What follows belongs to an exercise in optimizing a design on an open flow for small area, a short achievable clock period and few clock cycles; a production flow would make more cautious choices.
No run shown here included a check of the RTL's function; only the layout flow was run.

`flow/constraint.sdc`:
```
create_clock -name core_clock -period 18.0 [get_ports {clk}]
set_input_delay 3.6000 -clock core_clock [delete_from_list [all_inputs] [get_ports {clk}]]
set_output_delay 3.6000 -clock core_clock [all_outputs]
set_load 0.01 [all_outputs]
```
`flow/flow/margin.txt`:
```
11.5
```
`flow/flow/run.sh`:
```
#!/bin/bash
# Standard layout, with ORFS's timing repair asked to reach a larger setup
# margin than the clock needs, so the resizer works on the real critical paths.
set -euo pipefail
MARGIN=$(cat flow/margin.txt)
bash standard.sh synth > synth.log 2>&1
bash standard.sh SETUP_SLACK_MARGIN=$MARGIN finish > layout.log 2>&1
```
`flow/design.v`:
```
module rc6_core (
    input  wire         clk,
    input  wire         rst,       
    input  wire         start,
    input  wire [1:0]   op,        
    input  wire [1:0]   klen,      
    input  wire [255:0] key,       
    input  wire [127:0] din,       
    output wire         ready,
    output reg          done,
    output reg          err,
    output reg  [127:0] dout       
);
    localparam [31:0] P32 = 32'hB7E15163;
    localparam [31:0] Q32 = 32'h9E3779B9;
    localparam OP_KEY = 2'd0, OP_ENC = 2'd1, OP_DEC = 2'd2, OP_CLR = 2'd3;
    function [31:0] rotl(input [31:0] x, input [4:0] n);
        reg [31:0] y;
        begin
            y = x;
            if (n[0]) y = {y[30:0], y[31]};
            if (n[1]) y = {y[29:0], y[31:30]};
            if (n[2]) y = {y[27:0], y[31:28]};
            if (n[3]) y = {y[23:0], y[31:24]};
            if (n[4]) y = {y[15:0], y[31:16]};
            rotl = y;
        end
    endfunction
    function [31:0] rotr(input [31:0] x, input [4:0] n);
        reg [31:0] y;
        begin
            y = x;
            if (n[0]) y = {y[0],    y[31:1]};
            if (n[1]) y = {y[1:0],  y[31:2]};
            if (n[2]) y = {y[3:0],  y[31:4]};
            if (n[3]) y = {y[7:0],  y[31:8]};
            if (n[4]) y = {y[15:0], y[31:16]};
            rotr = y;
        end
    endfunction
    function [31:0] f2x2x(input [31:0] x);
        reg [449:0] t;
        reg [31:0] r0, r1;
        begin
            t[0] = x[25] ^ x[12];
            t[1] = x[25] & x[12];
            t[2] = x[26] ^ (x[0] & x[24]);
            t[3] = x[26] & (x[0] & x[24]);
            t[4] = x[27] ^ x[13] ^ (x[0] & x[25]);
            t[5] = (x[27] & x[13]) | (x[27] & (x[0] & x[25])) | (x[13] & (x[0] & x[25]));
            t[6] = (x[1] & x[24]) ^ (x[2] & x[23]);
            t[7] = (x[1] & x[24]) & (x[2] & x[23]);
            t[8] = x[28] ^ (x[0] & x[26]) ^ (x[1] & x[25]);
            t[9] = (x[28] & (x[0] & x[26])) | (x[28] & (x[1] & x[25])) | ((x[0] & x[26]) & (x[1] & x[25]));
            t[10] = (x[2] & x[24]) ^ (x[3] & x[23]);
            t[11] = (x[2] & x[24]) & (x[3] & x[23]);
            t[12] = x[29] ^ x[14] ^ (x[0] & x[27]);
            t[13] = (x[29] & x[14]) | (x[29] & (x[0] & x[27])) | (x[14] & (x[0] & x[27]));
            t[14] = (x[1] & x[26]) ^ (x[2] & x[25]) ^ (x[3] & x[24]);
            t[15] = ((x[1] & x[26]) & (x[2] & x[25])) | ((x[1] & x[26]) & (x[3] & x[24])) | ((x[2] & x[25]) & (x[3] & x[24]));
            t[16] = (x[4] & x[23]) ^ (x[5] & x[22]);
            t[17] = (x[4] & x[23]) & (x[5] & x[22]);
            t[18] = x[30] ^ (x[0] & x[28]) ^ (x[1] & x[27]);
            t[19] = (x[30] & (x[0] & x[28])) | (x[30] & (x[1] & x[27])) | ((x[0] & x[28]) & (x[1] & x[27]));
            t[20] = (x[2] & x[26]) ^ (x[3] & x[25]) ^ (x[4] & x[24]);
            t[21] = ((x[2] & x[26]) & (x[3] & x[25])) | ((x[2] & x[26]) & (x[4] & x[24])) | ((x[3] & x[25]) & (x[4] & x[24]));
            t[22] = (x[5] & x[23]) ^ (x[6] & x[22]);
            t[23] = (x[5] & x[23]) & (x[6] & x[22]);
            t[24] = x[31] ^ x[15] ^ (x[0] & x[29]);
            t[25] = (x[31] & x[15]) | (x[31] & (x[0] & x[29])) | (x[15] & (x[0] & x[29]));
            t[26] = (x[1] & x[28]) ^ (x[2] & x[27]) ^ (x[3] & x[26]);
            t[27] = ((x[1] & x[28]) & (x[2] & x[27])) | ((x[1] & x[28]) & (x[3] & x[26])) | ((x[2] & x[27]) & (x[3] & x[26]));
            t[28] = (x[4] & x[25]) ^ (x[5] & x[24]) ^ (x[6] & x[23]);
            t[29] = ((x[4] & x[25]) & (x[5] & x[24])) | ((x[4] & x[25]) & (x[6] & x[23])) | ((x[5] & x[24]) & (x[6] & x[23]));
            t[30] = (x[7] & x[22]) ^ (x[8] & x[21]);
            t[31] = (x[7] & x[22]) & (x[8] & x[21]);
            t[32] = x[17] ^ x[8];
            t[33] = x[17] & x[8];
            t[34] = x[18] ^ (x[0] & x[16]);
            t[35] = x[18] & (x[0] & x[16]);
            t[36] = x[19] ^ x[9] ^ (x[0] & x[17]);
            t[37] = (x[19] & x[9]) | (x[19] & (x[0] & x[17])) | (x[9] & (x[0] & x[17]));
            t[38] = (x[1] & x[16]) ^ (x[2] & x[15]);
            t[39] = (x[1] & x[16]) & (x[2] & x[15]);
            t[40] = x[20] ^ (x[0] & x[18]) ^ (x[1] & x[17]);
            t[41] = (x[20] & (x[0] & x[18])) | (x[20] & (x[1] & x[17])) | ((x[0] & x[18]) & (x[1] & x[17]));
            t[42] = (x[2] & x[16]) ^ (x[3] & x[15]);
            t[43] = (x[2] & x[16]) & (x[3] & x[15]);
            t[44] = x[21] ^ x[10] ^ (x[0] & x[19]);
            t[45] = (x[21] & x[10]) | (x[21] & (x[0] & x[19])) | (x[10] & (x[0] & x[19]));
            t[46] = (x[1] & x[18]) ^ (x[2] & x[17]) ^ (x[3] & x[16]);
            t[47] = ((x[1] & x[18]) & (x[2] & x[17])) | ((x[1] & x[18]) & (x[3] & x[16])) | ((x[2] & x[17]) & (x[3] & x[16]));
            t[48] = (x[4] & x[15]) ^ (x[5] & x[14]);
            t[49] = (x[4] & x[15]) & (x[5] & x[14]);
            t[50] = x[22] ^ (x[0] & x[20]) ^ (x[1] & x[19]);
            t[51] = (x[22] & (x[0] & x[20])) | (x[22] & (x[1] & x[19])) | ((x[0] & x[20]) & (x[1] & x[19]));
            t[52] = (x[2] & x[18]) ^ (x[3] & x[17]) ^ (x[4] & x[16]);
            t[53] = ((x[2] & x[18]) & (x[3] & x[17])) | ((x[2] & x[18]) & (x[4] & x[16])) | ((x[3] & x[17]) & (x[4] & x[16]));
            t[54] = (x[5] & x[15]) ^ (x[6] & x[14]);
            t[55] = (x[5] & x[15]) & (x[6] & x[14]);
            t[56] = x[23] ^ x[11] ^ (x[0] & x[21]);
            t[57] = (x[23] & x[11]) | (x[23] & (x[0] & x[21])) | (x[11] & (x[0] & x[21]));
            t[58] = (x[1] & x[20]) ^ (x[2] & x[19]) ^ (x[3] & x[18]);
            t[59] = ((x[1] & x[20]) & (x[2] & x[19])) | ((x[1] & x[20]) & (x[3] & x[18])) | ((x[2] & x[19]) & (x[3] & x[18]));
            t[60] = (x[4] & x[17]) ^ (x[5] & x[16]) ^ (x[6] & x[15]);
            t[61] = ((x[4] & x[17]) & (x[5] & x[16])) | ((x[4] & x[17]) & (x[6] & x[15])) | ((x[5] & x[16]) & (x[6] & x[15]));
            t[62] = (x[7] & x[14]) ^ (x[8] & x[13]);
            t[63] = (x[7] & x[14]) & (x[8] & x[13]);
            t[64] = x[24] ^ (x[0] & x[22]) ^ (x[1] & x[21]);
            t[65] = (x[24] & (x[0] & x[22])) | (x[24] & (x[1] & x[21])) | ((x[0] & x[22]) & (x[1] & x[21]));
            t[66] = (x[2] & x[20]) ^ (x[3] & x[19]) ^ (x[4] & x[18]);
            t[67] = ((x[2] & x[20]) & (x[3] & x[19])) | ((x[2] & x[20]) & (x[4] & x[18])) | ((x[3] & x[19]) & (x[4] & x[18]));
            t[68] = (x[5] & x[17]) ^ (x[6] & x[16]) ^ (x[7] & x[15]);
            t[69] = ((x[5] & x[17]) & (x[6] & x[16])) | ((x[5] & x[17]) & (x[7] & x[15])) | ((x[6] & x[16]) & (x[7] & x[15]));
            t[70] = (x[8] & x[14]) ^ (x[9] & x[13]);
            t[71] = (x[8] & x[14]) & (x[9] & x[13]);
            t[72] = (x[0] & x[23]) ^ (x[1] & x[22]) ^ (x[2] & x[21]);
            t[73] = ((x[0] & x[23]) & (x[1] & x[22])) | ((x[0] & x[23]) & (x[2] & x[21])) | ((x[1] & x[22]) & (x[2] & x[21]));
            t[74] = (x[3] & x[20]) ^ (x[4] & x[19]) ^ (x[5] & x[18]);
            t[75] = ((x[3] & x[20]) & (x[4] & x[19])) | ((x[3] & x[20]) & (x[5] & x[18])) | ((x[4] & x[19]) & (x[5] & x[18]));
            t[76] = (x[6] & x[17]) ^ (x[7] & x[16]) ^ (x[8] & x[15]);
            t[77] = ((x[6] & x[17]) & (x[7] & x[16])) | ((x[6] & x[17]) & (x[8] & x[15])) | ((x[7] & x[16]) & (x[8] & x[15]));
            t[78] = (x[9] & x[14]) ^ (x[10] & x[13]) ^ (x[11] & x[12]);
            t[79] = ((x[9] & x[14]) & (x[10] & x[13])) | ((x[9] & x[14]) & (x[11] & x[12])) | ((x[10] & x[13]) & (x[11] & x[12]));
            t[80] = (x[1] & x[23]) ^ (x[2] & x[22]) ^ (x[3] & x[21]);
            t[81] = ((x[1] & x[23]) & (x[2] & x[22])) | ((x[1] & x[23]) & (x[3] & x[21])) | ((x[2] & x[22]) & (x[3] & x[21]));
            t[82] = (x[4] & x[20]) ^ (x[5] & x[19]) ^ (x[6] & x[18]);
            t[83] = ((x[4] & x[20]) & (x[5] & x[19])) | ((x[4] & x[20]) & (x[6] & x[18])) | ((x[5] & x[19]) & (x[6] & x[18]));
            t[84] = (x[7] & x[17]) ^ (x[8] & x[16]) ^ (x[9] & x[15]);
            t[85] = ((x[7] & x[17]) & (x[8] & x[16])) | ((x[7] & x[17]) & (x[9] & x[15])) | ((x[8] & x[16]) & (x[9] & x[15]));
            t[86] = (x[10] & x[14]) ^ (x[11] & x[13]) ^ t[2];
            t[87] = ((x[10] & x[14]) & (x[11] & x[13])) | ((x[10] & x[14]) & t[2]) | ((x[11] & x[13]) & t[2]);
            t[88] = (x[3] & x[22]) ^ (x[4] & x[21]) ^ (x[5] & x[20]);
            t[89] = ((x[3] & x[22]) & (x[4] & x[21])) | ((x[3] & x[22]) & (x[5] & x[20])) | ((x[4] & x[21]) & (x[5] & x[20]));
            t[90] = (x[6] & x[19]) ^ (x[7] & x[18]) ^ (x[8] & x[17]);
            t[91] = ((x[6] & x[19]) & (x[7] & x[18])) | ((x[6] & x[19]) & (x[8] & x[17])) | ((x[7] & x[18]) & (x[8] & x[17]));
            t[92] = (x[9] & x[16]) ^ (x[10] & x[15]) ^ (x[11] & x[14]);
            t[93] = ((x[9] & x[16]) & (x[10] & x[15])) | ((x[9] & x[16]) & (x[11] & x[14])) | ((x[10] & x[15]) & (x[11] & x[14]));
            t[94] = (x[12] & x[13]) ^ t[4] ^ t[6];
            t[95] = ((x[12] & x[13]) & t[4]) | ((x[12] & x[13]) & t[6]) | (t[4] & t[6]);
            t[96] = (x[4] & x[22]) ^ (x[5] & x[21]) ^ (x[6] & x[20]);
            t[97] = ((x[4] & x[22]) & (x[5] & x[21])) | ((x[4] & x[22]) & (x[6] & x[20])) | ((x[5] & x[21]) & (x[6] & x[20]));
            t[98] = (x[7] & x[19]) ^ (x[8] & x[18]) ^ (x[9] & x[17]);
            t[99] = ((x[7] & x[19]) & (x[8] & x[18])) | ((x[7] & x[19]) & (x[9] & x[17])) | ((x[8] & x[18]) & (x[9] & x[17]));
            t[100] = (x[10] & x[16]) ^ (x[11] & x[15]) ^ (x[12] & x[14]);
            t[101] = ((x[10] & x[16]) & (x[11] & x[15])) | ((x[10] & x[16]) & (x[12] & x[14])) | ((x[11] & x[15]) & (x[12] & x[14]));
            t[102] = t[8] ^ t[10] ^ t[5];
            t[103] = (t[8] & t[10]) | (t[8] & t[5]) | (t[10] & t[5]);
            t[104] = (x[6] & x[21]) ^ (x[7] & x[20]) ^ (x[8] & x[19]);
            t[105] = ((x[6] & x[21]) & (x[7] & x[20])) | ((x[6] & x[21]) & (x[8] & x[19])) | ((x[7] & x[20]) & (x[8] & x[19]));
            t[106] = (x[9] & x[18]) ^ (x[10] & x[17]) ^ (x[11] & x[16]);
            t[107] = ((x[9] & x[18]) & (x[10] & x[17])) | ((x[9] & x[18]) & (x[11] & x[16])) | ((x[10] & x[17]) & (x[11] & x[16]));
            t[108] = (x[12] & x[15]) ^ (x[13] & x[14]) ^ t[12];
            t[109] = ((x[12] & x[15]) & (x[13] & x[14])) | ((x[12] & x[15]) & t[12]) | ((x[13] & x[14]) & t[12]);
            t[110] = t[14] ^ t[16] ^ t[9];
            t[111] = (t[14] & t[16]) | (t[14] & t[9]) | (t[16] & t[9]);
            t[112] = (x[7] & x[21]) ^ (x[8] & x[20]) ^ (x[9] & x[19]);
            t[113] = ((x[7] & x[21]) & (x[8] & x[20])) | ((x[7] & x[21]) & (x[9] & x[19])) | ((x[8] & x[20]) & (x[9] & x[19]));
            t[114] = (x[10] & x[18]) ^ (x[11] & x[17]) ^ (x[12] & x[16]);
            t[115] = ((x[10] & x[18]) & (x[11] & x[17])) | ((x[10] & x[18]) & (x[12] & x[16])) | ((x[11] & x[17]) & (x[12] & x[16]));
            t[116] = (x[13] & x[15]) ^ t[18] ^ t[20];
            t[117] = ((x[13] & x[15]) & t[18]) | ((x[13] & x[15]) & t[20]) | (t[18] & t[20]);
            t[118] = t[22] ^ t[13] ^ t[15];
            t[119] = (t[22] & t[13]) | (t[22] & t[15]) | (t[13] & t[15]);
            t[120] = (x[9] & x[20]) ^ (x[10] & x[19]) ^ (x[11] & x[18]);
            t[121] = ((x[9] & x[20]) & (x[10] & x[19])) | ((x[9] & x[20]) & (x[11] & x[18])) | ((x[10] & x[19]) & (x[11] & x[18]));
            t[122] = (x[12] & x[17]) ^ (x[13] & x[16]) ^ (x[14] & x[15]);
            t[123] = ((x[12] & x[17]) & (x[13] & x[16])) | ((x[12] & x[17]) & (x[14] & x[15])) | ((x[13] & x[16]) & (x[14] & x[15]));
            t[124] = t[24] ^ t[26] ^ t[28];
            t[125] = (t[24] & t[26]) | (t[24] & t[28]) | (t[26] & t[28]);
            t[126] = t[30] ^ t[19] ^ t[21];
            t[127] = (t[30] & t[19]) | (t[30] & t[21]) | (t[19] & t[21]);
            t[128] = x[11] ^ x[5];
            t[129] = x[11] & x[5];
            t[130] = x[12] ^ (x[0] & x[10]);
            t[131] = x[12] & (x[0] & x[10]);
            t[132] = x[13] ^ x[6] ^ (x[0] & x[11]);
            t[133] = (x[13] & x[6]) | (x[13] & (x[0] & x[11])) | (x[6] & (x[0] & x[11]));
            t[134] = (x[1] & x[10]) ^ (x[2] & x[9]);
            t[135] = (x[1] & x[10]) & (x[2] & x[9]);
            t[136] = x[14] ^ (x[0] & x[12]) ^ (x[1] & x[11]);
            t[137] = (x[14] & (x[0] & x[12])) | (x[14] & (x[1] & x[11])) | ((x[0] & x[12]) & (x[1] & x[11]));
            t[138] = (x[2] & x[10]) ^ (x[3] & x[9]);
            t[139] = (x[2] & x[10]) & (x[3] & x[9]);
            t[140] = x[15] ^ x[7] ^ (x[0] & x[13]);
            t[141] = (x[15] & x[7]) | (x[15] & (x[0] & x[13])) | (x[7] & (x[0] & x[13]));
            t[142] = (x[1] & x[12]) ^ (x[2] & x[11]) ^ (x[3] & x[10]);
            t[143] = ((x[1] & x[12]) & (x[2] & x[11])) | ((x[1] & x[12]) & (x[3] & x[10])) | ((x[2] & x[11]) & (x[3] & x[10]));
            t[144] = (x[4] & x[9]) ^ (x[5] & x[8]);
            t[145] = (x[4] & x[9]) & (x[5] & x[8]);
            t[146] = x[16] ^ (x[0] & x[14]) ^ (x[1] & x[13]);
            t[147] = (x[16] & (x[0] & x[14])) | (x[16] & (x[1] & x[13])) | ((x[0] & x[14]) & (x[1] & x[13]));
            t[148] = (x[2] & x[12]) ^ (x[3] & x[11]) ^ (x[4] & x[10]);
            t[149] = ((x[2] & x[12]) & (x[3] & x[11])) | ((x[2] & x[12]) & (x[4] & x[10])) | ((x[3] & x[11]) & (x[4] & x[10]));
            t[150] = (x[5] & x[9]) ^ (x[6] & x[8]);
            t[151] = (x[5] & x[9]) & (x[6] & x[8]);
            t[152] = (x[0] & x[15]) ^ (x[1] & x[14]) ^ (x[2] & x[13]);
            t[153] = ((x[0] & x[15]) & (x[1] & x[14])) | ((x[0] & x[15]) & (x[2] & x[13])) | ((x[1] & x[14]) & (x[2] & x[13]));
            t[154] = (x[3] & x[12]) ^ (x[4] & x[11]) ^ (x[5] & x[10]);
            t[155] = ((x[3] & x[12]) & (x[4] & x[11])) | ((x[3] & x[12]) & (x[5] & x[10])) | ((x[4] & x[11]) & (x[5] & x[10]));
            t[156] = (x[6] & x[9]) ^ (x[7] & x[8]) ^ t[32];
            t[157] = ((x[6] & x[9]) & (x[7] & x[8])) | ((x[6] & x[9]) & t[32]) | ((x[7] & x[8]) & t[32]);
            t[158] = (x[1] & x[15]) ^ (x[2] & x[14]) ^ (x[3] & x[13]);
            t[159] = ((x[1] & x[15]) & (x[2] & x[14])) | ((x[1] & x[15]) & (x[3] & x[13])) | ((x[2] & x[14]) & (x[3] & x[13]));
            t[160] = (x[4] & x[12]) ^ (x[5] & x[11]) ^ (x[6] & x[10]);
            t[161] = ((x[4] & x[12]) & (x[5] & x[11])) | ((x[4] & x[12]) & (x[6] & x[10])) | ((x[5] & x[11]) & (x[6] & x[10]));
            t[162] = (x[7] & x[9]) ^ t[34] ^ t[33];
            t[163] = ((x[7] & x[9]) & t[34]) | ((x[7] & x[9]) & t[33]) | (t[34] & t[33]);
            t[164] = (x[3] & x[14]) ^ (x[4] & x[13]) ^ (x[5] & x[12]);
            t[165] = ((x[3] & x[14]) & (x[4] & x[13])) | ((x[3] & x[14]) & (x[5] & x[12])) | ((x[4] & x[13]) & (x[5] & x[12]));
            t[166] = (x[6] & x[11]) ^ (x[7] & x[10]) ^ (x[8] & x[9]);
            t[167] = ((x[6] & x[11]) & (x[7] & x[10])) | ((x[6] & x[11]) & (x[8] & x[9])) | ((x[7] & x[10]) & (x[8] & x[9]));
            t[168] = t[36] ^ t[38] ^ t[35];
            t[169] = (t[36] & t[38]) | (t[36] & t[35]) | (t[38] & t[35]);
            t[170] = (x[4] & x[14]) ^ (x[5] & x[13]) ^ (x[6] & x[12]);
            t[171] = ((x[4] & x[14]) & (x[5] & x[13])) | ((x[4] & x[14]) & (x[6] & x[12])) | ((x[5] & x[13]) & (x[6] & x[12]));
            t[172] = (x[7] & x[11]) ^ (x[8] & x[10]) ^ t[40];
            t[173] = ((x[7] & x[11]) & (x[8] & x[10])) | ((x[7] & x[11]) & t[40]) | ((x[8] & x[10]) & t[40]);
            t[174] = t[42] ^ t[37] ^ t[39];
            t[175] = (t[42] & t[37]) | (t[42] & t[39]) | (t[37] & t[39]);
            t[176] = (x[6] & x[13]) ^ (x[7] & x[12]) ^ (x[8] & x[11]);
            t[177] = ((x[6] & x[13]) & (x[7] & x[12])) | ((x[6] & x[13]) & (x[8] & x[11])) | ((x[7] & x[12]) & (x[8] & x[11]));
            t[178] = (x[9] & x[10]) ^ t[44] ^ t[46];
            t[179] = ((x[9] & x[10]) & t[44]) | ((x[9] & x[10]) & t[46]) | (t[44] & t[46]);
            t[180] = t[48] ^ t[41] ^ t[43];
            t[181] = (t[48] & t[41]) | (t[48] & t[43]) | (t[41] & t[43]);
            t[182] = (x[7] & x[13]) ^ (x[8] & x[12]) ^ (x[9] & x[11]);
            t[183] = ((x[7] & x[13]) & (x[8] & x[12])) | ((x[7] & x[13]) & (x[9] & x[11])) | ((x[8] & x[12]) & (x[9] & x[11]));
            t[184] = t[50] ^ t[52] ^ t[54];
            t[185] = (t[50] & t[52]) | (t[50] & t[54]) | (t[52] & t[54]);
            t[186] = t[45] ^ t[47] ^ t[49];
            t[187] = (t[45] & t[47]) | (t[45] & t[49]) | (t[47] & t[49]);
            t[188] = (x[9] & x[12]) ^ (x[10] & x[11]) ^ t[56];
            t[189] = ((x[9] & x[12]) & (x[10] & x[11])) | ((x[9] & x[12]) & t[56]) | ((x[10] & x[11]) & t[56]);
            t[190] = t[58] ^ t[60] ^ t[62];
            t[191] = (t[58] & t[60]) | (t[58] & t[62]) | (t[60] & t[62]);
            t[192] = t[51] ^ t[53] ^ t[55];
            t[193] = (t[51] & t[53]) | (t[51] & t[55]) | (t[53] & t[55]);
            t[194] = (x[10] & x[12]) ^ t[64] ^ t[66];
            t[195] = ((x[10] & x[12]) & t[64]) | ((x[10] & x[12]) & t[66]) | (t[64] & t[66]);
            t[196] = t[68] ^ t[70] ^ t[57];
            t[197] = (t[68] & t[70]) | (t[68] & t[57]) | (t[70] & t[57]);
            t[198] = t[59] ^ t[61] ^ t[63];
            t[199] = (t[59] & t[61]) | (t[59] & t[63]) | (t[61] & t[63]);
            t[200] = t[0] ^ t[72] ^ t[74];
            t[201] = (t[0] & t[72]) | (t[0] & t[74]) | (t[72] & t[74]);
            t[202] = t[76] ^ t[78] ^ t[65];
            t[203] = (t[76] & t[78]) | (t[76] & t[65]) | (t[78] & t[65]);
            t[204] = t[67] ^ t[69] ^ t[71];
            t[205] = (t[67] & t[69]) | (t[67] & t[71]) | (t[69] & t[71]);
            t[206] = t[1] ^ t[80] ^ t[82];
            t[207] = (t[1] & t[80]) | (t[1] & t[82]) | (t[80] & t[82]);
            t[208] = t[84] ^ t[86] ^ t[73];
            t[209] = (t[84] & t[86]) | (t[84] & t[73]) | (t[86] & t[73]);
            t[210] = t[75] ^ t[77] ^ t[79];
            t[211] = (t[75] & t[77]) | (t[75] & t[79]) | (t[77] & t[79]);
            t[212] = t[3] ^ t[88] ^ t[90];
            t[213] = (t[3] & t[88]) | (t[3] & t[90]) | (t[88] & t[90]);
            t[214] = t[92] ^ t[94] ^ t[81];
            t[215] = (t[92] & t[94]) | (t[92] & t[81]) | (t[94] & t[81]);
            t[216] = t[83] ^ t[85] ^ t[87];
            t[217] = (t[83] & t[85]) | (t[83] & t[87]) | (t[85] & t[87]);
            t[218] = t[7] ^ t[96] ^ t[98];
            t[219] = (t[7] & t[96]) | (t[7] & t[98]) | (t[96] & t[98]);
            t[220] = t[100] ^ t[102] ^ t[89];
            t[221] = (t[100] & t[102]) | (t[100] & t[89]) | (t[102] & t[89]);
            t[222] = t[91] ^ t[93] ^ t[95];
            t[223] = (t[91] & t[93]) | (t[91] & t[95]) | (t[93] & t[95]);
            t[224] = t[11] ^ t[104] ^ t[106];
            t[225] = (t[11] & t[104]) | (t[11] & t[106]) | (t[104] & t[106]);
            t[226] = t[108] ^ t[110] ^ t[97];
            t[227] = (t[108] & t[110]) | (t[108] & t[97]) | (t[110] & t[97]);
            t[228] = t[99] ^ t[101] ^ t[103];
            t[229] = (t[99] & t[101]) | (t[99] & t[103]) | (t[101] & t[103]);
            t[230] = t[17] ^ t[112] ^ t[114];
            t[231] = (t[17] & t[112]) | (t[17] & t[114]) | (t[112] & t[114]);
            t[232] = t[116] ^ t[118] ^ t[105];
            t[233] = (t[116] & t[118]) | (t[116] & t[105]) | (t[118] & t[105]);
            t[234] = t[107] ^ t[109] ^ t[111];
            t[235] = (t[107] & t[109]) | (t[107] & t[111]) | (t[109] & t[111]);
            t[236] = t[23] ^ t[120] ^ t[122];
            t[237] = (t[23] & t[120]) | (t[23] & t[122]) | (t[120] & t[122]);
            t[238] = t[124] ^ t[126] ^ t[113];
            t[239] = (t[124] & t[126]) | (t[124] & t[113]) | (t[126] & t[113]);
            t[240] = t[115] ^ t[117] ^ t[119];
            t[241] = (t[115] & t[117]) | (t[115] & t[119]) | (t[117] & t[119]);
            t[242] = x[7] ^ x[3];
            t[243] = x[7] & x[3];
            t[244] = x[8] ^ (x[0] & x[6]);
            t[245] = x[8] & (x[0] & x[6]);
            t[246] = x[9] ^ x[4] ^ (x[0] & x[7]);
            t[247] = (x[9] & x[4]) | (x[9] & (x[0] & x[7])) | (x[4] & (x[0] & x[7]));
            t[248] = (x[1] & x[6]) ^ (x[2] & x[5]);
            t[249] = (x[1] & x[6]) & (x[2] & x[5]);
            t[250] = x[10] ^ (x[0] & x[8]) ^ (x[1] & x[7]);
            t[251] = (x[10] & (x[0] & x[8])) | (x[10] & (x[1] & x[7])) | ((x[0] & x[8]) & (x[1] & x[7]));
            t[252] = (x[2] & x[6]) ^ (x[3] & x[5]);
            t[253] = (x[2] & x[6]) & (x[3] & x[5]);
            t[254] = (x[0] & x[9]) ^ (x[1] & x[8]) ^ (x[2] & x[7]);
            t[255] = ((x[0] & x[9]) & (x[1] & x[8])) | ((x[0] & x[9]) & (x[2] & x[7])) | ((x[1] & x[8]) & (x[2] & x[7]));
            t[256] = (x[3] & x[6]) ^ (x[4] & x[5]) ^ t[128];
            t[257] = ((x[3] & x[6]) & (x[4] & x[5])) | ((x[3] & x[6]) & t[128]) | ((x[4] & x[5]) & t[128]);
            t[258] = (x[1] & x[9]) ^ (x[2] & x[8]) ^ (x[3] & x[7]);
            t[259] = ((x[1] & x[9]) & (x[2] & x[8])) | ((x[1] & x[9]) & (x[3] & x[7])) | ((x[2] & x[8]) & (x[3] & x[7]));
            t[260] = (x[4] & x[6]) ^ t[130] ^ t[129];
            t[261] = ((x[4] & x[6]) & t[130]) | ((x[4] & x[6]) & t[129]) | (t[130] & t[129]);
            t[262] = (x[3] & x[8]) ^ (x[4] & x[7]) ^ (x[5] & x[6]);
            t[263] = ((x[3] & x[8]) & (x[4] & x[7])) | ((x[3] & x[8]) & (x[5] & x[6])) | ((x[4] & x[7]) & (x[5] & x[6]));
            t[264] = t[132] ^ t[134] ^ t[131];
            t[265] = (t[132] & t[134]) | (t[132] & t[131]) | (t[134] & t[131]);
            t[266] = (x[4] & x[8]) ^ (x[5] & x[7]) ^ t[136];
            t[267] = ((x[4] & x[8]) & (x[5] & x[7])) | ((x[4] & x[8]) & t[136]) | ((x[5] & x[7]) & t[136]);
            t[268] = t[138] ^ t[133] ^ t[135];
            t[269] = (t[138] & t[133]) | (t[138] & t[135]) | (t[133] & t[135]);
            t[270] = (x[6] & x[7]) ^ t[140] ^ t[142];
            t[271] = ((x[6] & x[7]) & t[140]) | ((x[6] & x[7]) & t[142]) | (t[140] & t[142]);
            t[272] = t[144] ^ t[137] ^ t[139];
            t[273] = (t[144] & t[137]) | (t[144] & t[139]) | (t[137] & t[139]);
            t[274] = t[146] ^ t[148] ^ t[150];
            t[275] = (t[146] & t[148]) | (t[146] & t[150]) | (t[148] & t[150]);
            t[276] = t[141] ^ t[143] ^ t[145];
            t[277] = (t[141] & t[143]) | (t[141] & t[145]) | (t[143] & t[145]);
            t[278] = t[152] ^ t[154] ^ t[156];
            t[279] = (t[152] & t[154]) | (t[152] & t[156]) | (t[154] & t[156]);
            t[280] = t[147] ^ t[149] ^ t[151];
            t[281] = (t[147] & t[149]) | (t[147] & t[151]) | (t[149] & t[151]);
            t[282] = t[158] ^ t[160] ^ t[162];
            t[283] = (t[158] & t[160]) | (t[158] & t[162]) | (t[160] & t[162]);
            t[284] = t[153] ^ t[155] ^ t[157];
            t[285] = (t[153] & t[155]) | (t[153] & t[157]) | (t[155] & t[157]);
            t[286] = t[164] ^ t[166] ^ t[168];
            t[287] = (t[164] & t[166]) | (t[164] & t[168]) | (t[166] & t[168]);
            t[288] = t[159] ^ t[161] ^ t[163];
            t[289] = (t[159] & t[161]) | (t[159] & t[163]) | (t[161] & t[163]);
            t[290] = t[170] ^ t[172] ^ t[174];
            t[291] = (t[170] & t[172]) | (t[170] & t[174]) | (t[172] & t[174]);
            t[292] = t[165] ^ t[167] ^ t[169];
            t[293] = (t[165] & t[167]) | (t[165] & t[169]) | (t[167] & t[169]);
            t[294] = t[176] ^ t[178] ^ t[180];
            t[295] = (t[176] & t[178]) | (t[176] & t[180]) | (t[178] & t[180]);
            t[296] = t[171] ^ t[173] ^ t[175];
            t[297] = (t[171] & t[173]) | (t[171] & t[175]) | (t[173] & t[175]);
            t[298] = t[182] ^ t[184] ^ t[186];
            t[299] = (t[182] & t[184]) | (t[182] & t[186]) | (t[184] & t[186]);
            t[300] = t[177] ^ t[179] ^ t[181];
            t[301] = (t[177] & t[179]) | (t[177] & t[181]) | (t[179] & t[181]);
            t[302] = t[188] ^ t[190] ^ t[192];
            t[303] = (t[188] & t[190]) | (t[188] & t[192]) | (t[190] & t[192]);
            t[304] = t[183] ^ t[185] ^ t[187];
            t[305] = (t[183] & t[185]) | (t[183] & t[187]) | (t[185] & t[187]);
            t[306] = t[194] ^ t[196] ^ t[198];
            t[307] = (t[194] & t[196]) | (t[194] & t[198]) | (t[196] & t[198]);
            t[308] = t[189] ^ t[191] ^ t[193];
            t[309] = (t[189] & t[191]) | (t[189] & t[193]) | (t[191] & t[193]);
            t[310] = t[200] ^ t[202] ^ t[204];
            t[311] = (t[200] & t[202]) | (t[200] & t[204]) | (t[202] & t[204]);
            t[312] = t[195] ^ t[197] ^ t[199];
            t[313] = (t[195] & t[197]) | (t[195] & t[199]) | (t[197] & t[199]);
            t[314] = t[206] ^ t[208] ^ t[210];
            t[315] = (t[206] & t[208]) | (t[206] & t[210]) | (t[208] & t[210]);
            t[316] = t[201] ^ t[203] ^ t[205];
            t[317] = (t[201] & t[203]) | (t[201] & t[205]) | (t[203] & t[205]);
            t[318] = t[212] ^ t[214] ^ t[216];
            t[319] = (t[212] & t[214]) | (t[212] & t[216]) | (t[214] & t[216]);
            t[320] = t[207] ^ t[209] ^ t[211];
            t[321] = (t[207] & t[209]) | (t[207] & t[211]) | (t[209] & t[211]);
            t[322] = t[218] ^ t[220] ^ t[222];
            t[323] = (t[218] & t[220]) | (t[218] & t[222]) | (t[220] & t[222]);
            t[324] = t[213] ^ t[215] ^ t[217];
            t[325] = (t[213] & t[215]) | (t[213] & t[217]) | (t[215] & t[217]);
            t[326] = t[224] ^ t[226] ^ t[228];
            t[327] = (t[224] & t[226]) | (t[224] & t[228]) | (t[226] & t[228]);
            t[328] = t[219] ^ t[221] ^ t[223];
            t[329] = (t[219] & t[221]) | (t[219] & t[223]) | (t[221] & t[223]);
            t[330] = t[230] ^ t[232] ^ t[234];
            t[331] = (t[230] & t[232]) | (t[230] & t[234]) | (t[232] & t[234]);
            t[332] = t[225] ^ t[227] ^ t[229];
            t[333] = (t[225] & t[227]) | (t[225] & t[229]) | (t[227] & t[229]);
            t[334] = t[236] ^ t[238] ^ t[240];
            t[335] = (t[236] & t[238]) | (t[236] & t[240]) | (t[238] & t[240]);
            t[336] = t[231] ^ t[233] ^ t[235];
            t[337] = (t[231] & t[233]) | (t[231] & t[235]) | (t[233] & t[235]);
            t[338] = x[5] ^ x[2];
            t[339] = x[5] & x[2];
            t[340] = x[6] ^ (x[0] & x[4]);
            t[341] = x[6] & (x[0] & x[4]);
            t[342] = (x[0] & x[5]) ^ (x[1] & x[4]) ^ (x[2] & x[3]);
            t[343] = ((x[0] & x[5]) & (x[1] & x[4])) | ((x[0] & x[5]) & (x[2] & x[3])) | ((x[1] & x[4]) & (x[2] & x[3]));
            t[344] = (x[1] & x[5]) ^ (x[2] & x[4]) ^ t[244];
            t[345] = ((x[1] & x[5]) & (x[2] & x[4])) | ((x[1] & x[5]) & t[244]) | ((x[2] & x[4]) & t[244]);
            t[346] = (x[3] & x[4]) ^ t[246] ^ t[248];
            t[347] = ((x[3] & x[4]) & t[246]) | ((x[3] & x[4]) & t[248]) | (t[246] & t[248]);
            t[348] = t[250] ^ t[252] ^ t[247];
            t[349] = (t[250] & t[252]) | (t[250] & t[247]) | (t[252] & t[247]);
            t[350] = t[254] ^ t[256] ^ t[251];
            t[351] = (t[254] & t[256]) | (t[254] & t[251]) | (t[256] & t[251]);
            t[352] = t[258] ^ t[260] ^ t[255];
            t[353] = (t[258] & t[260]) | (t[258] & t[255]) | (t[260] & t[255]);
            t[354] = t[262] ^ t[264] ^ t[259];
            t[355] = (t[262] & t[264]) | (t[262] & t[259]) | (t[264] & t[259]);
            t[356] = t[266] ^ t[268] ^ t[263];
            t[357] = (t[266] & t[268]) | (t[266] & t[263]) | (t[268] & t[263]);
            t[358] = t[270] ^ t[272] ^ t[267];
            t[359] = (t[270] & t[272]) | (t[270] & t[267]) | (t[272] & t[267]);
            t[360] = t[274] ^ t[276] ^ t[271];
            t[361] = (t[274] & t[276]) | (t[274] & t[271]) | (t[276] & t[271]);
            t[362] = t[278] ^ t[280] ^ t[275];
            t[363] = (t[278] & t[280]) | (t[278] & t[275]) | (t[280] & t[275]);
            t[364] = t[282] ^ t[284] ^ t[279];
            t[365] = (t[282] & t[284]) | (t[282] & t[279]) | (t[284] & t[279]);
            t[366] = t[286] ^ t[288] ^ t[283];
            t[367] = (t[286] & t[288]) | (t[286] & t[283]) | (t[288] & t[283]);
            t[368] = t[290] ^ t[292] ^ t[287];
            t[369] = (t[290] & t[292]) | (t[290] & t[287]) | (t[292] & t[287]);
            t[370] = t[294] ^ t[296] ^ t[291];
            t[371] = (t[294] & t[296]) | (t[294] & t[291]) | (t[296] & t[291]);
            t[372] = t[298] ^ t[300] ^ t[295];
            t[373] = (t[298] & t[300]) | (t[298] & t[295]) | (t[300] & t[295]);
            t[374] = t[302] ^ t[304] ^ t[299];
            t[375] = (t[302] & t[304]) | (t[302] & t[299]) | (t[304] & t[299]);
            t[376] = t[306] ^ t[308] ^ t[303];
            t[377] = (t[306] & t[308]) | (t[306] & t[303]) | (t[308] & t[303]);
            t[378] = t[310] ^ t[312] ^ t[307];
            t[379] = (t[310] & t[312]) | (t[310] & t[307]) | (t[312] & t[307]);
            t[380] = t[314] ^ t[316] ^ t[311];
            t[381] = (t[314] & t[316]) | (t[314] & t[311]) | (t[316] & t[311]);
            t[382] = t[318] ^ t[320] ^ t[315];
            t[383] = (t[318] & t[320]) | (t[318] & t[315]) | (t[320] & t[315]);
            t[384] = t[322] ^ t[324] ^ t[319];
            t[385] = (t[322] & t[324]) | (t[322] & t[319]) | (t[324] & t[319]);
            t[386] = t[326] ^ t[328] ^ t[323];
            t[387] = (t[326] & t[328]) | (t[326] & t[323]) | (t[328] & t[323]);
            t[388] = t[330] ^ t[332] ^ t[327];
            t[389] = (t[330] & t[332]) | (t[330] & t[327]) | (t[332] & t[327]);
            t[390] = t[334] ^ t[336] ^ t[331];
            t[391] = (t[334] & t[336]) | (t[334] & t[331]) | (t[336] & t[331]);
            t[392] = x[3] ^ x[1];
            t[393] = x[3] & x[1];
            t[394] = x[4] ^ (x[0] & x[2]);
            t[395] = x[4] & (x[0] & x[2]);
            t[396] = (x[0] & x[3]) ^ (x[1] & x[2]) ^ t[338];
            t[397] = ((x[0] & x[3]) & (x[1] & x[2])) | ((x[0] & x[3]) & t[338]) | ((x[1] & x[2]) & t[338]);
            t[398] = (x[1] & x[3]) ^ t[340] ^ t[339];
            t[399] = ((x[1] & x[3]) & t[340]) | ((x[1] & x[3]) & t[339]) | (t[340] & t[339]);
            t[400] = t[242] ^ t[342] ^ t[341];
            t[401] = (t[242] & t[342]) | (t[242] & t[341]) | (t[342] & t[341]);
            t[402] = t[243] ^ t[344] ^ t[343];
            t[403] = (t[243] & t[344]) | (t[243] & t[343]) | (t[344] & t[343]);
            t[404] = t[245] ^ t[346] ^ t[345];
            t[405] = (t[245] & t[346]) | (t[245] & t[345]) | (t[346] & t[345]);
            t[406] = t[249] ^ t[348] ^ t[347];
            t[407] = (t[249] & t[348]) | (t[249] & t[347]) | (t[348] & t[347]);
            t[408] = t[253] ^ t[350] ^ t[349];
            t[409] = (t[253] & t[350]) | (t[253] & t[349]) | (t[350] & t[349]);
            t[410] = t[257] ^ t[352] ^ t[351];
            t[411] = (t[257] & t[352]) | (t[257] & t[351]) | (t[352] & t[351]);
            t[412] = t[261] ^ t[354] ^ t[353];
            t[413] = (t[261] & t[354]) | (t[261] & t[353]) | (t[354] & t[353]);
            t[414] = t[265] ^ t[356] ^ t[355];
            t[415] = (t[265] & t[356]) | (t[265] & t[355]) | (t[356] & t[355]);
            t[416] = t[269] ^ t[358] ^ t[357];
            t[417] = (t[269] & t[358]) | (t[269] & t[357]) | (t[358] & t[357]);
            t[418] = t[273] ^ t[360] ^ t[359];
            t[419] = (t[273] & t[360]) | (t[273] & t[359]) | (t[360] & t[359]);
            t[420] = t[277] ^ t[362] ^ t[361];
            t[421] = (t[277] & t[362]) | (t[277] & t[361]) | (t[362] & t[361]);
            t[422] = t[281] ^ t[364] ^ t[363];
            t[423] = (t[281] & t[364]) | (t[281] & t[363]) | (t[364] & t[363]);
            t[424] = t[285] ^ t[366] ^ t[365];
            t[425] = (t[285] & t[366]) | (t[285] & t[365]) | (t[366] & t[365]);
            t[426] = t[289] ^ t[368] ^ t[367];
            t[427] = (t[289] & t[368]) | (t[289] & t[367]) | (t[368] & t[367]);
            t[428] = t[293] ^ t[370] ^ t[369];
            t[429] = (t[293] & t[370]) | (t[293] & t[369]) | (t[370] & t[369]);
            t[430] = t[297] ^ t[372] ^ t[371];
            t[431] = (t[297] & t[372]) | (t[297] & t[371]) | (t[372] & t[371]);
            t[432] = t[301] ^ t[374] ^ t[373];
            t[433] = (t[301] & t[374]) | (t[301] & t[373]) | (t[374] & t[373]);
            t[434] = t[305] ^ t[376] ^ t[375];
            t[435] = (t[305] & t[376]) | (t[305] & t[375]) | (t[376] & t[375]);
            t[436] = t[309] ^ t[378] ^ t[377];
            t[437] = (t[309] & t[378]) | (t[309] & t[377]) | (t[378] & t[377]);
            t[438] = t[313] ^ t[380] ^ t[379];
            t[439] = (t[313] & t[380]) | (t[313] & t[379]) | (t[380] & t[379]);
            t[440] = t[317] ^ t[382] ^ t[381];
            t[441] = (t[317] & t[382]) | (t[317] & t[381]) | (t[382] & t[381]);
            t[442] = t[321] ^ t[384] ^ t[383];
            t[443] = (t[321] & t[384]) | (t[321] & t[383]) | (t[384] & t[383]);
            t[444] = t[325] ^ t[386] ^ t[385];
            t[445] = (t[325] & t[386]) | (t[325] & t[385]) | (t[386] & t[385]);
            t[446] = t[329] ^ t[388] ^ t[387];
            t[447] = (t[329] & t[388]) | (t[329] & t[387]) | (t[388] & t[387]);
            t[448] = t[333] ^ t[390] ^ t[389];
            t[449] = (t[333] & t[390]) | (t[333] & t[389]) | (t[390] & t[389]);
            r0[0] = x[0];
            r1[0] = 1'b0;
            r0[1] = x[1];
            r1[1] = x[0];
            r0[2] = x[2];
            r1[2] = 1'b0;
            r0[3] = (x[0] & x[1]);
            r1[3] = t[392];
            r0[4] = t[394];
            r1[4] = t[393];
            r0[5] = t[396];
            r1[5] = t[395];
            r0[6] = t[398];
            r1[6] = t[397];
            r0[7] = t[400];
            r1[7] = t[399];
            r0[8] = t[402];
            r1[8] = t[401];
            r0[9] = t[404];
            r1[9] = t[403];
            r0[10] = t[406];
            r1[10] = t[405];
            r0[11] = t[408];
            r1[11] = t[407];
            r0[12] = t[410];
            r1[12] = t[409];
            r0[13] = t[412];
            r1[13] = t[411];
            r0[14] = t[414];
            r1[14] = t[413];
            r0[15] = t[416];
            r1[15] = t[415];
            r0[16] = t[418];
            r1[16] = t[417];
            r0[17] = t[420];
            r1[17] = t[419];
            r0[18] = t[422];
            r1[18] = t[421];
            r0[19] = t[424];
            r1[19] = t[423];
            r0[20] = t[426];
            r1[20] = t[425];
            r0[21] = t[428];
            r1[21] = t[427];
            r0[22] = t[430];
            r1[22] = t[429];
            r0[23] = t[432];
            r1[23] = t[431];
            r0[24] = t[434];
            r1[24] = t[433];
            r0[25] = t[436];
            r1[25] = t[435];
            r0[26] = t[438];
            r1[26] = t[437];
            r0[27] = t[440];
            r1[27] = t[439];
            r0[28] = t[442];
            r1[28] = t[441];
            r0[29] = t[444];
            r1[29] = t[443];
            r0[30] = t[446];
            r1[30] = t[445];
            r0[31] = t[448];
            r1[31] = t[447];
            f2x2x = r0 + r1;
        end
    endfunction
    function [31:0] ffun(input [31:0] x);
        reg [31:0] p;
        begin
            p    = f2x2x(x);
            ffun = {p[26:0], p[31:27]};
        end
    endfunction
    function [63:0] kstep(input [31:0] sa, input [31:0] l, input [31:0] b);
        reg [31:0] x, t, ti, an, z;
        reg [3:0]  lo;
        reg [4:0]  y;
        begin
            x  = sa + b;
            t  = l + b + (sa << 3) + (b << 3);
            ti = ((sa << 3) + 32'd8) + (b << 3) + b + l;
            lo = {1'b0, t[2:0]} + {1'b0, x[31:29]};
            z  = {lo[3] ? ti[31:3] : t[31:3], lo[2:0]};
            an = {x[28:0], x[31:29]};
            y  = an[4:0] + b[4:0];
            kstep = {rotl(z, y), an};
        end
    endfunction
    reg          key_valid;
    reg          kbusy;         
    reg  [7:0]   km;            
    reg  [5:0]   ph;            
    reg          pend;          
    reg          pend_key;      
    reg          pend_err;
    reg          ready_r;
    reg  [63:0]  x0;            
    reg  [63:0]  x21;           
    reg  [1279:0] ring;         
    reg  [255:0] lw;            
    reg  [1:0]   lsz;           
    reg  [31:0]  ra, rb, rc, rd;
    reg          rv, renc, rtyp;
    reg  [4:0]   rj;            
    reg  [3:0]   rdn;           
    reg  [31:0]  pa, pb, pc, pd, pm1, pm2;
    reg          pv, penc, ptyp;
    reg  [4:0]   pj;
    reg  [3:0]   pdn;
    reg  [63:0]  sp;            
    reg          sv, senc;
    reg          rl;            
    reg          al;            
    wire [63:0] kx  = kstep(ra, lw[31:0], rb);
    wire [31:0] ka  = kx[31:0];
    wire [31:0] kb  = kx[63:32];
    wire [31:0] s_n = (km < 8'd43) ? x0[31:0] + Q32 : x0[63:32];    
    wire        key_end = kbusy && (km == 8'd131);
    wire [31:0] m1 = ffun(rb);
    wire [31:0] m2 = ffun(rd);
    reg [63:0] snext;
    always @(*) begin
        casez ({renc, rtyp, rdn})
            6'b10????: snext = {ring[32*39 +: 32], ring[32*38 +: 32]};
            6'b11????: snext = {ring[32*38 +: 32], ring[32*37 +: 32]};
            6'b000000: snext = {ring[32*1  +: 32], ring[32*0  +: 32]};
            6'b000001: snext = {ring[32*5  +: 32], ring[32*4  +: 32]};
            6'b000010: snext = {ring[32*9  +: 32], ring[32*8  +: 32]};
            6'b000011: snext = {ring[32*13 +: 32], ring[32*12 +: 32]};
            6'b000100: snext = {ring[32*17 +: 32], ring[32*16 +: 32]};
            6'b000101: snext = {ring[32*21 +: 32], ring[32*20 +: 32]};
            6'b000110: snext = {ring[32*25 +: 32], ring[32*24 +: 32]};
            6'b000111: snext = {ring[32*29 +: 32], ring[32*28 +: 32]};
            6'b001000: snext = {ring[32*33 +: 32], ring[32*32 +: 32]};
            6'b001001: snext = {ring[32*37 +: 32], ring[32*36 +: 32]};
            6'b010000: snext = {ring[32*0  +: 32], ring[32*39 +: 32]};
            6'b010001: snext = {ring[32*4  +: 32], ring[32*3  +: 32]};
            6'b010010: snext = {ring[32*8  +: 32], ring[32*7  +: 32]};
            6'b010011: snext = {ring[32*12 +: 32], ring[32*11 +: 32]};
            6'b010100: snext = {ring[32*16 +: 32], ring[32*15 +: 32]};
            6'b010101: snext = {ring[32*20 +: 32], ring[32*19 +: 32]};
            6'b010110: snext = {ring[32*24 +: 32], ring[32*23 +: 32]};
            6'b010111: snext = {ring[32*28 +: 32], ring[32*27 +: 32]};
            6'b011000: snext = {ring[32*32 +: 32], ring[32*31 +: 32]};
            default:   snext = {ring[32*36 +: 32], ring[32*35 +: 32]};
        endcase
    end
    wire [31:0] v_d = pa - sp[63:32];
    wire [31:0] v_b = pc - sp[31:0];
    wire [31:0] q_d = rotl(penc ? pa ^ pm1 : {v_d[30:0], v_d[31]}, penc ? pm2[4:0] : ~pm1[4:0]);
    wire [31:0] q_b = rotl(penc ? pc ^ pm2 : {v_b[30:0], v_b[31]}, penc ? pm1[4:0] : ~pm2[4:0]);
    wire [31:0] e_d = q_d + sp[31:0];
    wire [31:0] e_b = q_b + sp[63:32];
    wire [31:0] d_b = q_b ^ pm1;
    wire [31:0] d_d = q_d ^ pm2;
    wire        plast = pv && (pj == 5'd20);
    wire [31:0] w1 = pb + (penc ? x21[31:0]  : ~x0[31:0])  + {31'd0, !penc};
    wire [31:0] w2 = pd + (penc ? x21[63:32] : ~x0[63:32]) + {31'd0, !penc};
    wire [31:0] i_a = senc ? lw[31:0]  : lw[63:32];
    wire [31:0] i_b = (senc ? lw[63:32]  : lw[31:0])  + (senc ? x0[31:0]  : ~x21[31:0])  + {31'd0, !senc};
    wire [31:0] i_c = senc ? lw[95:64] : lw[127:96];
    wire [31:0] i_d = (senc ? lw[127:96] : lw[95:64]) + (senc ? x0[63:32] : ~x21[63:32]) + {31'd0, !senc};
    assign ready = ready_r;
    wire acc     = start && ready_r;
    wire acc_blk = acc && (op == OP_ENC || op == OP_DEC) && key_valid;
    wire acc_oth = acc && !acc_blk;
    wire acc_key = acc && (op == OP_KEY) && (klen != 2'd3);
    wire empty   = !rv && !pv && !sv;
    wire go      = pend && empty;
    wire go_key  = go && pend_key;
    wire go_imm  = go && !pend_key;
    wire pend_n  = !rst && (acc_oth || (pend && !go));
    wire kbusy_n = !rst && (go_key || (kbusy && !key_end));
    wire kv_n    = !rst && (key_end || (key_valid && !(acc && (op == OP_CLR || acc_key))));
    wire rv_n    = !rst && (sv || (pv && !plast));
    wire rl_n    = !sv && (pj == 5'd19);
    wire al_n    = rst || kbusy || (ph == 6'd39) || (ph == 6'd0);
    wire ready_n = !pend_n && !kbusy_n && (!rv_n || rl_n) && (!kv_n || al_n);
    always @(posedge clk) begin
        done <= !rst && (plast || go_imm || key_end);
        err  <= !plast && go_imm && pend_err;
        dout <= penc ? {e_d, w2, e_b, w1} : {w2, d_d, w1, d_b};
        pend      <= pend_n;
        kbusy     <= kbusy_n;
        key_valid <= kv_n;
        ready_r   <= ready_n;
        al        <= al_n;
        if (!pend) begin
            pend_key <= (op == OP_KEY) && (klen != 2'd3);
            pend_err <= (op != OP_CLR) && !((op == OP_KEY) && (klen != 2'd3));
        end
        sv   <= !rst && acc_blk;
        senc <= (op == OP_ENC);
        if (kbusy) begin
            lw[223:0]   <= lw[255:32];
            lw[127:96]  <= (lsz == 2'd0) ? kb : lw[159:128];
            lw[191:160] <= (lsz == 2'd1) ? kb : lw[223:192];
            lw[255:224] <= kb;
        end else if (!pend) begin
            lw[255:128] <= key[255:128];
            lw[127:0]   <= (op == OP_KEY) ? key[127:0] : din;
            lsz         <= klen;
        end
        if (rst || kbusy)
            ph <= 6'd0;
        else
            ph <= (ph == 6'd39) ? 6'd0 : ph + 6'd1;
        if (go_key)
            km <= 8'd0;
        else
            km <= km + 8'd1;
        if (go_key)
            x0[31:0] <= P32;
        else if (kbusy)
            x0[31:0] <= s_n;
        if (kbusy) begin
            x0[63:32]  <= ring[31:0];
            ring       <= {x21[31:0], ring[1279:32]};
            x21        <= {ka, x21[63:32]};
        end else begin
            ring <= {ring[31:0], ring[1279:32]};
        end
        pa  <= ra;
        pb  <= rb;
        pc  <= rc;
        pd  <= rd;
        pm1 <= m1;
        pm2 <= m2;
        sp  <= snext;
        pv   <= !rst && rv;
        penc <= renc;
        ptyp <= rtyp;
        pj   <= rj;
        pdn  <= rdn;
        rv <= rv_n;
        rl <= rl_n;
        if (sv) begin
            ra   <= i_a;
            rb   <= i_b;
            renc <= senc;
            rtyp <= ph[1];
            rj   <= 5'd1;
            rdn  <= 4'd9;
        end else if (go_key) begin
            ra <= P32;
            rb <= 32'd0;
        end else if (kbusy) begin
            ra <= s_n + ka;
            rb <= kb;
        end else begin
            ra   <= pb;
            rb   <= penc ? e_b : d_b;
            renc <= penc;
            rtyp <= ptyp;
            rj   <= pj + 5'd1;
            rdn  <= (pdn == 4'd0) ? 4'd9 : pdn - 4'd1;
        end
        rc <= sv ? i_c : pd;
        rd <= sv ? i_d : (penc ? e_d : d_d);
    end
endmodule
```
`flow/standard.sh`:
```
#!/bin/bash
# synth_recipe.tcl (not shown) runs the flow's synth.tcl, then flattens the netlist and writes it again
# the make line also repeats each setting of config.mk as NAME=value (left out here)
make -C /OpenROAD-flow-scripts/flow DESIGN_CONFIG=/design/flow/config.mk WORK_HOME=/design/flow/orfs CLKGATE_MAP_FILE= SYNTH_SCRIPT=/design/flow/synth_recipe.tcl "${@:-finish}"
```
`flow/config.mk`:
```
export PLATFORM = sky130hd
export DESIGN_NAME = rc6_core
export DESIGN_NICKNAME = rc6_core
export VERILOG_FILES = /design/flow/design.v
export SDC_FILE = /design/flow/constraint.sdc
export NUM_CORES = 4
export LEC_CHECK = 0
export CAP_MARGIN = 20
export CORE_MARGIN = 2
export CORE_UTILIZATION = 30
export PLACE_DENSITY = 0.5
export SLEW_MARGIN = 20
```
==> results_dict.tcl, run 1 <==
set metrics [dict create \
    nets 13760 \
    synth_nets 13090 \
    multi_input_area_um2 68890 \
    grt_pass1_wl_mm 768.9 \
    crit_start "rb[0]$_DFF_P_" \
    dr.first_iter.drc_count 12480 \
    layout_setup_ws_ns 11.12 \
    slew_viol_final 0 \
    portBuffers 521 \
    clock_path_buffers 4 \
    grt_overflow_total 0 \
    mostFrequentLayoutCells "dfxtp_1 (1781), nand2_1 (893), inv_1 (635), nor2_1 (621), clkdlybuf4s50_1 (521)" \
    worstMarginPinSlew_ns 1.253 \
    reg2reg_to "lw[114]$_DFFE_PP_" \
    cp_slowest_cell "fa_2" \
    cp_num_cells 38 \
    synth-async-reset-ratio_pct 0 \
    htreeDepth 4 \
    endpoint "lw[114]$_DFFE_PP_" \
    io_pins 522 \
    worstRegToRegCells 38 \
    clk_pin_slew_worst_paths_ns 0.07 \
    crit_fanout 4 \
    r2r_slack_ns 11.12 \
    ys_types 117 \
    hold_path_depth 0 \
    yosys-mux-area-fraction_pct 6.936 \
    grt_usage_pct 27.78 \
    antenna_found_initial 96 \
    ant_nets 0 \
    synth-edff-count 358 \
    final_core_util_pct 37.56 \
    grt_pass1_vias 93560 \
    rr_startpoint "rb[0]$_DFF_P_" \
    routed-via-count 99860 \
    place_hpwl_mm 437.8 \
    yosys.area_share.adder_pct 13.46 \
    timing.hold.ws_ns 0.2539 \
    dr.pass1.iters 8 \
    numCtsBuffers 242 \
    synth_top_family_by_area "compound AO/OA/AOI/OAI gates" \
    status "timing/DRC/antenna clean" \
    cts_tree "yes" \
    cp-start-kind "flip-flop" \
    max_stage_delay_ns 0.38 \
    cpLargestDelayFamily "compound AO/OA/AOI/OAI gates" \
    fin_setup_tns_ns 0 \
    hp-class "flip-flop to flip-flop" \
    arrival_ns 7.61 \
    hold_viol 0 \
    rows 228 \
    synthSimpleGateAreaFrac_pct 11.83 \
    dp_slack_ns 9.548 \
    viasPerCell 5.599 \
    clkSinkCount 2224 \
    fin_skew_ns 0.1578 \
    ys_seq_area_share_pct 41.25 \
    synth_area_um2 116600 \
    synth-compound-area-share_pct 18.51 \
    finalWeightedCongestion 1.014 \
    num-fill-cells 38760 \
    grt_max_degree 172 \
    cts_root_buf "clkbuf_16" \
    coreArea_um2 386300 \
    fmax_mhz 145.3 \
    grt_setup_unrepaired "yes" \
    area.growth.synth_to_final_pct 24.41 \
    synth_xor_area_share_pct 3.910 \
    cp.required_ns 18.72 \
    wl_per_cell_um 31.81 \
    min_period_over_period_pct 38.23 \
    drc_errors 0 \
    final_common_cell "dfxtp_1" \
    layout-drive-gt1-share_pct 16.88 \
    drt_wl_total_mm 567.3 \
    relSlewSlack_pct 15.56 \
    cp_common_cell "buf_6" \
    max_cap_viol_count 0 \
    end_kind "flip-flop" \
    synth_flop_cell "dfxtp_1" \
    synthCells 11720 \
    path_buf_inv 11 \
    start_util_pct 30.19 \
    setup-violations-final 0 \
    insertion_delay_ns 0.99 \
    syn_area_per_cell_um2 9.951 \
    die_w_um 627.5 \
    yosys_warnings 1 \
    cts_hold_buf 0 \
    regArea_um2 48320 \
    die_h_um 627.5 \
    period_needed_ns 6.882 \
    die-area_um2 393700 \
    crit_type "flip-flop to flip-flop" \
    synth-seq-cells 2224 \
]
==> sequential cells by signal, summed over array words and instances, names as in the netlist, 64 cells and up <==
register	count
dout	128
lw	256
ring	1280
sp	64
x0	64
x21	64
==> cells in the mapped netlist (75+ instances only) <==
library cell	number	area share, %
a31oi_1	109	0.58
a22oi_1	391	2.5
nand2_1	933	3.0
clkbuf_1	503	1.6
mux2i_1	436	3.7
inv_1	649	2.1
nor2b_1	84	0.45
a21o_1	165	1.1
xor2_1	174	1.3
nand4_1	171	0.92
o21a_1	122	0.79
a211oi_1	87	0.56
dfxtp_1	1866	32
nor3_1	190	0.82
o21ai_0	574	2.5
a22o_1	127	0.95
and2_1	319	1.7
edfxtp_1	358	9.2
nand2b_1	85	0.46
fa_1	463	7.9
o211ai_1	98	0.63
xnor2_1	344	2.6
nand3_1	155	0.67
a221oi_1	203	1.5
mux2_2	279	2.7
buf_1	75	0.24
ha_1	514	5.5
a21oi_1	536	2.3
nor2_1	671	2.2
==> worst reg2reg max path: cells and delay by family (launching register included) <==
kind	cells	cell delay, ns
flip-flops	1	0.36
AND/OR/NAND/NOR	5	0.81
adder cells (fa/ha/maj)	3	0.70
AO/OA/AOI/OAI	17	2.92
buffers and inverters	11	1.62
XOR/XNOR	1	0.08
multiplexers	1	0.16
==> layer usage <==
metal  global-route usage, %  vias to the layer above  wire length (um)
li1                        -                    43780                 -
met1                   37.77                    50030            237700
met5                       0                        -               169
met2                   41.19                     5045            239800
met4                   15.32                       24             37170
met3                   5.418                      972             52430
==> stage by stage <==
stage | cell area [um^2] | cells
after floorplan | 116600 | 11720
after global placement | 128100 | 17020
after detailed placement | 128100 | 17020
after CTS | 141700 | 17650
after global routing | 145000 | 17800
final | 145100 | 17830
==> kinds of logic (layout without fill, tap and decap cells) <==
kind of cell,count (synthesis),count (layout)
other cells,0,56
buf+inv,1262,2145
fa+ha+maj,977,977
mux,743,743
flops,2224,2224
simple gates,2887,2887
compound gates,3107,3107
xor+xnor,519,519
==> worst min-delay path by stage <==
stage                                  from                end  slack, ns
after CTS                 ring[997]$_DFF_P_  ring[965]$_DFF_P_       0.25
after global routing      ring[584]$_DFF_P_  ring[552]$_DFF_P_       0.27
after floorplan               rc[0]$_DFF_P_      pc[0]$_DFF_P_       0.31
final                     ring[584]$_DFF_P_  ring[552]$_DFF_P_       0.25
after global placement     ring[87]$_DFF_P_   ring[55]$_DFF_P_       0.31
after detailed placement  ring[961]$_DFF_P_  ring[929]$_DFF_P_       0.31
==> final cells by class <==
cell class                      count  area share (%)
Multi-Input combinational cell   8233           47.49
Sequential cell                  2224           33.31
Timing Repair Buffer             1044           7.087
Clock buffer                      340           4.880
Tap cell                         5175           4.463
Inverter                          651           1.712
Clock inverter                    110          0.9702
Antenna cell                       56         0.09659
==> repair_timing <==
| item | in CTS | in global routing |
|---|---|---|
| pin swaps | 209 | 269 |
| setup buffers | 162 | 127 |
| hold endpoints to repair | 0 | 0 |
| cloned | 13 | 3 |
| resized for setup | 771 | 490 |
| setup endpoints to repair | 234 | 197 |
==> run 2, diff against run 1 <==
==> flow/flow/margin.txt (replaced) <==
12.5
==> run 2 against run 1 <==
  * Worst hold slack improved by 0.024 ns
  * Final cell count up 0.79%
  * Fmax shrank 0.25%
  * Routed wire length is 0.88% higher
  * Synthesized area is the same
  * Sequential share of layout area decreased by 0.94 points
  * Critical path depth fell by 23
  * Utilization is 1.2 points higher
  * First-iteration DRC count up 1.6%
==> results_dict.tcl, run 2 <==
set metrics [dict create \
    yosysMostFrequentCell "dfxtp_1" \
    endpoint "rb[31]$_DFF_P_" \
    postPlaceCellArea_um2 128700 \
    fin_skew_ns 0.1053 \
    cts_root_buf "clkbuf_16" \
    synth_top_area_share_pct 32.03 \
    min_period_over_period_pct 38.33 \
    reg2reg_to "rb[31]$_DFF_P_" \
    crit_start "senc$_DFF_P_" \
    routed-via-count 100900 \
    ant_nets 0 \
    grt_max_degree 161 \
    place_hpwl_mm 432.8 \
    r2r_slack_ns 11.10 \
    synth-edff-count 358 \
    synth_top_family_by_area "compound AO/OA/AOI/OAI gates" \
    synthSimpleGateAreaFrac_pct 11.83 \
    hold_viol 0 \
    status "timing/DRC/antenna clean" \
    fin_setup_tns_ns 0 \
    dr.first_iter.drc_count 12680 \
    slew_viol_final 0 \
    coreArea_um2 386300 \
    syn_area_per_cell_um2 9.951 \
    fmax_mhz 145.0 \
    layout_setup_ws_ns 11.10 \
    dr.pass1.iters 6 \
    cp.required_ns 18.82 \
    period_needed_ns 6.899 \
    num-fill-cells 38250 \
    die_h_um 627.5 \
    worstMarginPinSlew_ns 1.269 \
    grt_setup_unrepaired "yes" \
    max_cap_viol_count 0 \
    htreeDepth 4 \
    layout-drive-gt1-share_pct 20.64 \
    synth_nets 13090 \
    synth_xor_area_share_pct 3.910 \
    grt_usage_pct 28.04 \
    synth_flop_cell "dfxtp_1" \
    synth-async-reset-ratio_pct 0 \
    cts_hold_buf 0 \
    antenna_found_initial 75 \
    arrival_ns 7.72 \
    viasPerCell 5.616 \
    reg.largest.list "ring x1280, lw x256, dout x128" \
    synthCells 11720 \
    yosys_warnings 1 \
    synth-seq-cells 2224 \
    clock_path_buffers 4 \
    area.growth.synth_to_final_pct 28.27 \
    final_area_um2 149600 \
    clkSinkCount 2224 \
    worstRegToRegCells 15 \
    ys_seq_area_share_pct 41.25 \
    die-area_um2 393700 \
    regMostFlops "ring" \
    yosys-mux-area-fraction_pct 6.936 \
    drc_errors 0 \
    cp-start-kind "flip-flop" \
    final_common_cell "dfxtp_1" \
    mostFrequentLayoutCells "dfxtp_1 (1755), nand2_1 (881), inv_1 (621), nor2_1 (606), clkdlybuf4s50_1 (505)" \
    synth-compound-area-share_pct 18.51 \
    portBuffers 521 \
    ys_types 117 \
    synthTopCellsByArea "dfxtp_1 (32%), edfxtp_1 (9.2%), fa_1 (7.9%), ha_1 (5.5%), mux2i_1 (3.7%)" \
    wl_per_cell_um 31.84 \
    nets 13920 \
    relSlewSlack_pct 15.14 \
    yosys.area_share.adder_pct 13.46 \
    setup-violations-final 0 \
    rr_startpoint "senc$_DFF_P_" \
    hp-class "flip-flop to flip-flop" \
    start_util_pct 30.19 \
    largest_reg_flops 1280 \
    io_pins 522 \
    grt_overflow_total 0 \
    crit_fanout 32 \
    cts_tree "yes" \
    die_w_um 627.5 \
    clk_pin_slew_worst_paths_ns 0.07 \
    synth.cells.most_frequent "dfxtp_1 (1866), nand2_1 (933), nor2_1 (671), inv_1 (649), o21ai_0 (574)" \
    numCtsBuffers 238 \
    drt_wl_total_mm 572.3 \
    end_kind "flip-flop" \
    timing.hold.ws_ns 0.2781 \
    grt_pass1_vias 95380 \
    rows 228 \
    synth_area_um2 116600 \
    finalWeightedCongestion 1.039 \
    yosysTopAreaCell "dfxtp_1" \
    dp_slack_ns 9.094 \
    insertion_delay_ns 1.02 \
    crit_type "flip-flop to flip-flop" \
    grt_pass1_wl_mm 776.7 \
]
[run 2: changes by cell type in the layout (fill, tap and decap cells not counted), moves of 18 or more]
cell | before | now
mux2i_1 | 398 | 356
o21ai_0 | 477 | 439
a21oi_1 | 445 | 398
mux2i_2 | 19 | 44
dfxtp_4 | 43 | 68
buf_4 | 388 | 502
xnor2_1 | 329 | 298
ha_4 | 34 | 66
ha_1 | 451 | 416
buf_12 | 35 | 54
a21oi_4 | 18 | 36
dfxtp_1 | 1781 | 1755
a21oi_2 | 77 | 106
[run 2: area by class of cell]
class / instances / area (um^2) / share of cell area [%]
Inverter: 651 / 2529 / 1.690
Sequential cell: 2224 / 48420 / 32.37
Clock inverter: 109 / 1351 / 0.9034
Clock buffer: 332 / 6927 / 4.631
Multi-Input combinational cell: 8235 / 71730 / 47.95
Antenna cell: 43 / 107.6 / 0.07193
Timing Repair Buffer: 1203 / 12030 / 8.045
Tap cell: 5175 / 6475 / 4.329
Timing Repair inverter: 1 / 16.27 / 0.01087
[run 2: kinds of logic (layout without fill, tap and decap cells)]
family,Yosys count,in the layout
flip-flops,2224,2224
multiplexers,743,743
AND/OR/NAND/NOR,2887,2889
XOR/XNOR,519,519
buffers and inverters,1262,2296
AO/OA/AOI/OAI,3107,3107
adder cells (fa/ha/maj),977,977
other,0,43
[run 2: metal layers]
layer	GRT usage, %	wire length [um]	up-vias
met5	0	226	-
met4	16.12	39210	36
met3	6.023	52910	1012
met2	41.81	243400	5028
met1	37.37	236500	50790
li1	-	-	44070
[run 2: worst min-delay path by stage]
stage / end / startpoint / depth (start not counted) / slack [ns]
after global routing: ring[140]$_DFF_P_ / ring[172]$_DFF_P_ / 0 / 0.27
after CTS: ring[140]$_DFF_P_ / ring[172]$_DFF_P_ / 0 / 0.25
after detailed placement: ring[821]$_DFF_P_ / ring[853]$_DFF_P_ / 0 / 0.31
after global placement: ring[803]$_DFF_P_ / ring[835]$_DFF_P_ / 0 / 0.31
final: ring[1073]$_DFF_P_ / ring[1105]$_DFF_P_ / 0 / 0.28
after floorplan: pc[0]$_DFF_P_ / rc[0]$_DFF_P_ / 0 / 0.31
[run 2: through the flow]
step / instances / utilization [%]
6_report: 17970 / 38.73
5_1_grt: 17940 / 38.71
4_1_cts: 17800 / 37.83
3_5_place_dp: 17010 / 33.32
3_3_place_gp: 17010 / 33.32
2_1_floorplan: 11720 / -
[run 2: timing repair]
action | CTS | global route
pin swaps | 343 | 244
gates resized for setup | 1285 | 463
buffers inserted | 331 | 123
endpoints found under the setup margin | 400 | 280
cloned | 19 | 3
[run 2: critical path: stages, from the launching register on]
cell,delay (ns)
dfxtp_4,0.62
buf_6,0.45
mux2_2,0.39
ha_1,0.32
and2_1,0.20
a221oi_1,0.86
o21ai_0,0.73
o211a_1,0.48
o311ai_1,0.62
o21ai_0,0.28
o31a_1,0.32
a31oi_1,0.28
o21ai_0,0.20
xnor2_1,0.51
a2bb2oi_4,0.18
o211ai_1,0.18

## afterwards: timing with drivers on the ports
The results above use ideal ports. As a check the final layouts listed here were re-extracted and re-timed, cells and wires unchanged. Step 1: set_driving_cell puts a clkbuf_16 on clk and a buf_2 on each other input, an assumption about the parent block. Step 2, shift: input delay + t, output delay - t, t = (earliest + latest rising clock arrival at the registers) / 2. This alone moves slack from input paths to output paths. Slacks: no drivers / after step 1 / after step 2; pairs: no drivers / after step 1.
| run | t, ns | setup slack, ns | slew at the worst register clock pin (ns) | worst data-port slew with drivers (ns) |
|---|---|---|---|---|
| run 1 | 1.024 | 11.118 / 11.118 / 10.568 | 0.08 / 0.08 | 0.25 |
| run 2 | 1.054 | 11.101 / 11.101 / 11.101 | 0.07 / 0.07 | 0.20 |
After both steps setup and hold are still met in every run listed. The setup slack of run 1, which loses most, moves by 0.000 ns with the drivers and by -0.550 ns with both steps.
